Source: an optimization exercise on an open RTL-to-GDS flow (aim: small area). Production flows keep margins and buffers that such runs may drop. Where RTL was checked, it was by simulation tests only, not by an equivalence proof against the original. No activity file was given, so power comes from the tool's default toggle rates.

==> job 7781 <==
==> flow/design.v <==
module isp_result_encoder (
    input  wire       c_inv,
    input  wire       c_tmo,
    input  wire       c_flt,
    output reg  [1:0] result
);
    localparam [1:0] R_SUCCESS = 2'd0,
                     R_TIMEOUT = 2'd1,
                     R_HWFAULT = 2'd2,
                     R_INVALID = 2'd3;
    always @(*) begin
        if (c_inv)
            result = R_INVALID;
        else if (c_tmo)
            result = R_TIMEOUT;
        else if (c_flt)
            result = R_HWFAULT;
        else
            result = R_SUCCESS;
    end
endmodule
module isp_flash_programmer (
    input  wire        clk,
    input  wire        rst,           
    input  wire        req_valid,
    output wire        req_ready,
    input  wire [2:0]  req_op,
    input  wire [31:0] req_addr,
    input  wire [31:0] req_arg,
    output wire        rsp_valid,
    input  wire        rsp_ready,
    output wire [1:0]  rsp_result,
    output wire [31:0] rsp_rdata,
    output wire [1:0]  rsp_verdict,
    output wire        busy,
    output wire        bus_en,
    output wire        bus_we,
    output wire [2:0]  bus_reg,
    output wire [31:0] bus_wdata,
    input  wire [31:0] bus_rdata
);
    localparam [31:0] SPECIAL_ERASE_ADDR = 32'h0020_0000;
    localparam [31:0] ERASE_UNLOCK_KEY   = 32'h0055_AA03;
    localparam [31:0] ALL1_YES           = 32'hA11F_FFFF;
    localparam [31:0] ALL1_NO            = 32'hA110_0000;
    localparam [3:0] S_CMD   = 4'b0000,
                     S_ADDR  = 4'b0001,
                     S_WDATA = 4'b0010,
                     S_TRIG  = 4'b0011,
                     S_POLL  = 4'b0100,
                     S_RFAIL = 4'b0101,
                     S_IDLE  = 4'b0110,
                     S_RESP  = 4'b0111,
                     S_RDATA = 4'b1010,
                     S_WFAIL = 4'b1101;
    reg [3:0]  st;
    reg [1:0]  kind;
    reg        sub;
    reg [1:0]  cnt;
    reg [1:0]  res;
    reg [1:0]  ver;
    reg [31:2] addr;
    reg [31:0] data;
    wire s_idle  = (st == S_IDLE);
    wire s_cmd   = (st == S_CMD);
    wire s_addr  = (st == S_ADDR);
    wire s_wdata = (st == S_WDATA);
    wire s_trig  = (st == S_TRIG);
    wire s_poll  = (st == S_POLL);
    wire s_rfail = (st == S_RFAIL);
    wire s_wfail = (st == S_WFAIL);
    wire s_rdata = (st == S_RDATA);
    wire s_resp  = (st == S_RESP);
    wire q_page = (req_addr[8:0] == 9'd0);
    wire q_word = (req_addr[1:0] == 2'd0);
    wire q_parg = (req_arg[8:0] == 9'd0);
    reg  q_ok;
    always @(*) begin
        case (req_op)
            3'd0:    q_ok = q_page;
            3'd1:    q_ok = q_word;
            3'd2:    q_ok = q_word;
            3'd3:    q_ok = q_page & q_parg;
            3'd4:    q_ok = q_page & q_parg;
            default: q_ok = 1'b0;
        endcase
    end
    wire q_erase = (req_op == 3'd0);
    wire is_special = ({addr, 2'b00} == SPECIAL_ERASE_ADDR);
    wire has_data   = (kind == 2'd0) ? (sub | is_special) : (kind == 2'd3);
    wire rd_busy = bus_rdata[0];
    wire rd_fail = bus_rdata[6];
    wire hi_ok   = (bus_rdata[31:20] == ALL1_YES[31:20]);
    wire rd_yes  = hi_ok & (&bus_rdata[19:0]);
    wire rd_no   = hi_ok & ~(|bus_rdata[19:0]);
    wire last    = (cnt == 2'd0);
    always @(posedge clk) begin
        if (rst) begin
            st <= S_IDLE;
        end else begin
            case (st)
                S_IDLE: if (req_valid) begin
                    case (req_op)
                        3'd0: begin kind <= 2'd0; sub <= 1'b0; end
                        3'd1: begin kind <= 2'd1; sub <= 1'b0; end
                        3'd2: begin kind <= 2'd0; sub <= 1'b1; end
                        3'd3: begin kind <= 2'd3; sub <= 1'b0; end
                        default: begin kind <= 2'd3; sub <= 1'b1; end
                    endcase
                    res <= 2'd3;
                    ver <= 2'd0;
                    st  <= q_ok ? S_CMD : S_RESP;
                end
                S_CMD:   st <= S_ADDR;
                S_ADDR:  st <= has_data ? S_WDATA : S_TRIG;
                S_WDATA: st <= S_TRIG;
                S_TRIG: begin
                    if (kind != 2'd2) cnt <= 2'd3;
                    st <= S_POLL;
                end
                S_POLL: begin
                    if (!rd_busy) begin
                        case (kind)
                            2'd0: st <= S_RFAIL;
                            2'd3: begin
                                kind <= sub ? 2'd2 : 2'd1;
                                sub  <= 1'b1;
                                cnt  <= 2'd3;
                                st   <= S_CMD;
                            end
                            default: st <= S_RDATA;
                        endcase
                    end else if (last) begin
                        res <= (kind == 2'd2) ? 2'd2 : 2'd1;
                        st  <= S_RESP;
                    end else begin
                        cnt <= cnt - 2'd1;
                    end
                end
                S_RFAIL: begin
                    res <= 2'd0;
                    st  <= rd_fail ? S_WFAIL : S_RESP;
                end
                S_WFAIL: begin
                    res <= 2'd2;
                    st  <= S_RESP;
                end
                S_RDATA: begin
                    res <= 2'd0;
                    if (kind == 2'd2) begin
                        if (rd_yes) begin
                            ver <= 2'd1;
                            st  <= S_RESP;
                        end else if (rd_no) begin
                            ver <= 2'd2;
                            st  <= S_RESP;
                        end else if (last) begin
                            res <= 2'd2;
                            st  <= S_RESP;
                        end else begin
                            cnt <= cnt - 2'd1;
                            st  <= S_CMD;
                        end
                    end else begin
                        st <= S_RESP;
                    end
                end
                S_RESP: if (rsp_ready) st <= S_IDLE;
                default: st <= S_IDLE;
            endcase
        end
    end
    always @(posedge clk)
        if (s_idle) addr <= req_addr[31:2];
    wire d_hold = s_cmd | s_addr | s_wdata | s_trig | s_resp;
    wire d_arg  = s_idle & ~q_erase;
    wire d_cap  = s_rfail | s_rdata;
    wire d_ones = s_poll | s_wfail | (s_rfail & ~rd_fail) | (s_rdata & (kind == 2'd2)) |
                  (s_idle & ~q_ok);
    wire d_key  = s_idle & q_erase;
    always @(posedge clk)
        data <= ({32{d_hold}} & data) | ({32{d_arg}} & req_arg) | ({32{d_cap}} & bus_rdata) |
                {32{d_ones}} | ({32{d_key}} & ERASE_UNLOCK_KEY);
    reg [5:0] code;
    always @(*) begin
        case ({kind, sub})
            3'b000: code = 6'h22;
            3'b001: code = 6'h21;
            3'b010: code = 6'h00;
            3'b011: code = 6'h0D;
            3'b100: code = 6'h08;
            3'b101: code = 6'h08;
            3'b110: code = 6'h2D;
            default: code = 6'h28;
        endcase
    end
    assign bus_en    = ~rst & ~(st[2] & st[1]);
    assign bus_we    = ~(st[3] ^ st[2]);
    assign bus_reg   = st[2:0];
    assign bus_wdata = ({32{s_addr}} & {addr, 2'b00}) | ({32{s_wdata | s_wfail}} & data) |
                       ({32{s_cmd}} & {26'd0, code}) | {31'd0, s_trig};
    assign req_ready   = s_idle;
    assign busy        = ~s_idle;
    assign rsp_valid   = s_resp;
    assign rsp_result  = res;
    assign rsp_verdict = ver;
    assign rsp_rdata   = data;
endmodule
==> flow/run.sh <==
#!/bin/bash
# synth_recipe.tcl (not shown) runs the flow's synth.tcl, then flattens the netlist and writes it again
# the make line also repeats each setting of config.mk as NAME=value (left out here)
make -C /OpenROAD-flow-scripts/flow DESIGN_CONFIG=/design/flow/config.mk WORK_HOME=/design/flow/orfs CLKGATE_MAP_FILE= SYNTH_SCRIPT=/design/flow/synth_recipe.tcl finish
==> flow/config.mk <==
export PLATFORM = sky130hd
export DESIGN_NAME = isp_flash_programmer
export DESIGN_NICKNAME = isp_flash_programmer
export VERILOG_FILES = /design/flow/design.v
export SDC_FILE = /design/flow/constraint.sdc
export NUM_CORES = 4
export LEC_CHECK = 0
export CAP_MARGIN = 20
export CORE_MARGIN = 2
export CORE_UTILIZATION = 40
export SLEW_MARGIN = 20
==> flow/constraint.sdc <==
create_clock -name core_clock -period 5.0 [get_ports {clk}]
set_input_delay 1.0000 -clock core_clock [delete_from_list [all_inputs] [get_ports {clk}]]
set_output_delay 1.0000 -clock core_clock [all_outputs]
set_load 0.01 [all_outputs]
==> job 6067: changes against job 7781 <==
--- a/flow/design.v
+++ b/flow/design.v
@@ -55,8 +55,13 @@
                      S_WFAIL = 4'b1101;
+    localparam [2:0] C_ERASE  = 3'b000,    
+                     C_ERASES = 3'b001,    
+                     C_READ   = 3'b010,    
+                     C_PROG   = 3'b011,    
+                     C_CKRES  = 3'b100,    
+                     C_CKRUN  = 3'b101,    
+                     C_A1RES  = 3'b110,    
+                     C_A1RUN  = 3'b111;    
     reg [3:0]  st;
-    reg [1:0]  kind;
-    reg        sub;
+    reg [2:0]  cls;
     reg [1:0]  cnt;
-    reg [1:0]  res;
-    reg [1:0]  ver;
     reg [31:2] addr;
@@ -76,11 +81,13 @@
     wire q_parg = (req_arg[8:0] == 9'd0);
+    wire q_spec = (req_addr[31:9] == SPECIAL_ERASE_ADDR[31:9]);
     reg  q_ok;
+    reg  [2:0] q_cls;
     always @(*) begin
         case (req_op)
-            3'd0:    q_ok = q_page;
-            3'd1:    q_ok = q_word;
-            3'd2:    q_ok = q_word;
-            3'd3:    q_ok = q_page & q_parg;
-            3'd4:    q_ok = q_page & q_parg;
-            default: q_ok = 1'b0;
+            3'd0:    begin q_ok = q_page;          q_cls = q_spec ? C_ERASES : C_ERASE; end
+            3'd1:    begin q_ok = q_word;          q_cls = C_READ;  end
+            3'd2:    begin q_ok = q_word;          q_cls = C_PROG;  end
+            3'd3:    begin q_ok = q_page & q_parg; q_cls = C_CKRUN; end
+            3'd4:    begin q_ok = q_page & q_parg; q_cls = C_A1RUN; end
+            default: begin q_ok = 1'b0;            q_cls = C_A1RUN; end
         endcase
@@ -88,4 +95,3 @@
     wire q_erase = (req_op == 3'd0);
-    wire is_special = ({addr, 2'b00} == SPECIAL_ERASE_ADDR);
-    wire has_data   = (kind == 2'd0) ? (sub | is_special) : (kind == 2'd3);
+    wire a1res   = (cls == C_A1RES);
     wire rd_busy = bus_rdata[0];
@@ -95,3 +101,3 @@
     wire rd_no   = hi_ok & ~(|bus_rdata[19:0]);
-    wire last    = (cnt == 2'd0);
+    wire last    = (cnt == 2'b01);
     always @(posedge clk) begin
@@ -102,11 +108,4 @@
                 S_IDLE: if (req_valid) begin
-                    case (req_op)
-                        3'd0: begin kind <= 2'd0; sub <= 1'b0; end
-                        3'd1: begin kind <= 2'd1; sub <= 1'b0; end
-                        3'd2: begin kind <= 2'd0; sub <= 1'b1; end
-                        3'd3: begin kind <= 2'd3; sub <= 1'b0; end
-                        default: begin kind <= 2'd3; sub <= 1'b1; end
-                    endcase
-                    res <= 2'd3;
-                    ver <= 2'd0;
+                    cls <= q_cls;
+                    cnt <= 2'b11;
                     st  <= q_ok ? S_CMD : S_RESP;
@@ -114,6 +113,6 @@
                 S_CMD:   st <= S_ADDR;
-                S_ADDR:  st <= has_data ? S_WDATA : S_TRIG;
+                S_ADDR:  st <= cls[0] ? S_WDATA : S_TRIG;
                 S_WDATA: st <= S_TRIG;
                 S_TRIG: begin
-                    if (kind != 2'd2) cnt <= 2'd3;
+                    if (!a1res) cnt <= 2'b00;
                     st <= S_POLL;
@@ -122,15 +121,14 @@
                     if (!rd_busy) begin
-                        case (kind)
-                            2'd0: st <= S_RFAIL;
-                            2'd3: begin
-                                kind <= sub ? 2'd2 : 2'd1;
-                                sub  <= 1'b1;
-                                cnt  <= 2'd3;
-                                st   <= S_CMD;
-                            end
-                            default: st <= S_RDATA;
-                        endcase
+                        if (!cls[2]) begin
+                            st <= cls[1] & ~cls[0] ? S_RDATA : S_RFAIL;
+                        end else if (cls[0]) begin
+                            cls[0] <= 1'b0;
+                            cnt    <= 2'b00;
+                            st     <= S_CMD;
+                        end else begin
+                            st <= S_RDATA;
+                        end
                     end else if (last) begin
-                        res <= (kind == 2'd2) ? 2'd2 : 2'd1;
-                        st  <= S_RESP;
+                        if (a1res) cnt <= 2'b10;
+                        st <= S_RESP;
                     end else begin
@@ -140,3 +138,3 @@
                 S_RFAIL: begin
-                    res <= 2'd0;
+                    cnt <= 2'b00;
                     st  <= rd_fail ? S_WFAIL : S_RESP;
@@ -144,3 +142,3 @@
                 S_WFAIL: begin
-                    res <= 2'd2;
+                    cnt <= 2'b10;
                     st  <= S_RESP;
@@ -148,12 +146,9 @@
                 S_RDATA: begin
-                    res <= 2'd0;
-                    if (kind == 2'd2) begin
-                        if (rd_yes) begin
-                            ver <= 2'd1;
-                            st  <= S_RESP;
-                        end else if (rd_no) begin
-                            ver <= 2'd2;
-                            st  <= S_RESP;
+                    if (a1res) begin
+                        if (rd_yes | rd_no) begin
+                            cls[0] <= rd_yes;
+                            cnt    <= 2'b00;
+                            st     <= S_RESP;
                         end else if (last) begin
-                            res <= 2'd2;
+                            cnt <= 2'b10;
                             st  <= S_RESP;
@@ -164,3 +159,4 @@
                     end else begin
-                        st <= S_RESP;
+                        cnt <= 2'b00;
+                        st  <= S_RESP;
                     end
@@ -176,6 +172,6 @@
     wire d_arg  = s_idle & ~q_erase;
+    wire d_key  = s_idle & q_erase;
     wire d_cap  = s_rfail | s_rdata;
-    wire d_ones = s_poll | s_wfail | (s_rfail & ~rd_fail) | (s_rdata & (kind == 2'd2)) |
+    wire d_ones = s_poll | s_wfail | (s_rfail & ~rd_fail) | (s_rdata & a1res) |
                   (s_idle & ~q_ok);
-    wire d_key  = s_idle & q_erase;
     always @(posedge clk)
@@ -183,15 +179,9 @@
                 {32{d_ones}} | ({32{d_key}} & ERASE_UNLOCK_KEY);
-    reg [5:0] code;
-    always @(*) begin
-        case ({kind, sub})
-            3'b000: code = 6'h22;
-            3'b001: code = 6'h21;
-            3'b010: code = 6'h00;
-            3'b011: code = 6'h0D;
-            3'b100: code = 6'h08;
-            3'b101: code = 6'h08;
-            3'b110: code = 6'h2D;
-            default: code = 6'h28;
-        endcase
-    end
+    wire [5:0] code;
+    assign code[5] = cls[2] ? cls[0] : ~(cls[1] & ~cls[0]);
+    assign code[4] = 1'b0;
+    assign code[3] = cls[2];
+    assign code[2] = cls[2] & ~cls[1];
+    assign code[1] = ~cls[2] & ~cls[1];
+    assign code[0] = cls[2] ? ~cls[1] : (cls[1] & cls[0]);
     assign bus_en    = ~rst & ~(st[2] & st[1]);
@@ -204,5 +194,5 @@
     assign rsp_valid   = s_resp;
-    assign rsp_result  = res;
-    assign rsp_verdict = ver;
+    assign rsp_result  = cnt;
     assign rsp_rdata   = data;
+    assign rsp_verdict = (cls[2] & cls[1] & (cnt == 2'b00)) ? {~cls[0], cls[0]} : 2'b00;
 endmodule
==> flow/flow/run.sh (new file) <==
#!/bin/bash
# Standard ORFS layout, with the port buffers made of the smallest buffer cell.
set -euo pipefail
export BUFFER_PORTS_ARGS="-buffer_cell sky130_fd_sc_hd__buf_1"
bash standard.sh > flow_make.log 2>&1
==> flow/standard.sh (new file) <==
#!/bin/bash
# synth_recipe.tcl (not shown) runs the flow's synth.tcl, then flattens the netlist and writes it again
# the make line also repeats each setting of config.mk as NAME=value (left out here)
make -C /OpenROAD-flow-scripts/flow DESIGN_CONFIG=/design/flow/config.mk WORK_HOME=/design/flow/orfs CLKGATE_MAP_FILE= SYNTH_SCRIPT=/design/flow/synth_recipe.tcl "${@:-finish}"
--- a/flow/config.mk
+++ b/flow/config.mk
@@ -9,3 +9,4 @@
 export CORE_MARGIN = 2
-export CORE_UTILIZATION = 40
+export CORE_UTILIZATION = 70
+export CTS_BUF_LIST = sky130_fd_sc_hd__clkbuf_8
 export SLEW_MARGIN = 20
removed: flow/run.sh
==> summary of the runs <==
- Of job 7781 and job 6067, job 6067 has the higher total power (gap 2.3%, measured against job 6067).
- Between job 7781 and job 6067, the lower clock skew is in job 7781 (gap 0.0026 ns).
- In job 6067 the register-to-register slack is worse than in job 7781, by 0.03 ns.
- Job 6067 produced a clean layout. Job 7781 ran to the end with no violations.
- Against job 6067, the sequential share of layout area of job 7781 is lower by 7.2 points.
- In job 6067 the routed wire length is lower than in job 7781, by 9.3%.
- Against job 6067, the via count of job 7781 is smaller by 4.7%.
==> figures <==
| quantity | job 7781 | job 6067 |
|---|---|---|
| Worst slack on hold paths | 0.531 ns | 0.542 ns |
| Slowest cell delay on critical path | 0.60 ns | 0.59 ns |
| Multi-input gate area in the final layout | 0.00174 mm^2 | 0.00170 mm^2 |
| Tapcell count | 129 | 70 |
| Buffers outside the clock class | 187 | 182 |
| Worst-Margin Slew | 0.722 ns | 1.08 ns |
| Ratio of layout area to synthesized area | 1.551x | 1.234x |
| Share of total power in the clock network | 0.167 | 0.175 |
| Met3 routed WL | 1370 um | 1760 um |
| Routability Congestion | 0.900 | 0.947 |
| Combinational gate power | 1.29 mW | 1.38 mW |
| Global-route met1 utilization | 0.342 | 0.489 |
| Run status | timing/DRC/antenna clean | timing/DRC/antenna clean |
| Seq pwr share | 0.389 | 0.361 |
Function not checked in job 6067: the RTL went through the layout flow alone.

==> what the ideal ports hide <==
In the flow no input, the clock included, has a driving cell. The finished layouts below were timed again as built, in two steps. Step 1, drivers: a clkbuf_16 drives clk and a buf_2 each remaining input, both assumed. Step 2 moves the port delays by t, midway between the first and last clock arrival at a register: inputs arrive t later, outputs are due t later. That takes back most of the time a late clock gives input paths. Slacks: no drivers / after step 1 / after step 2; pairs: no drivers / after step 1.
run	t, ns	slack for setup (ns)	hold slack, ns	worst register clock-pin slew, ns	pins driven straight from the clock port
job 7781	0.378	0.948 / 0.915 / 1.292	0.531 / 0.531 / 0.531	0.09 / 0.09	1
job 6067	0.387	1.183 / 1.155 / 1.542	0.542 / 0.542 / 0.542	0.08 / 0.08	1
After both steps every run listed still meets setup and hold.
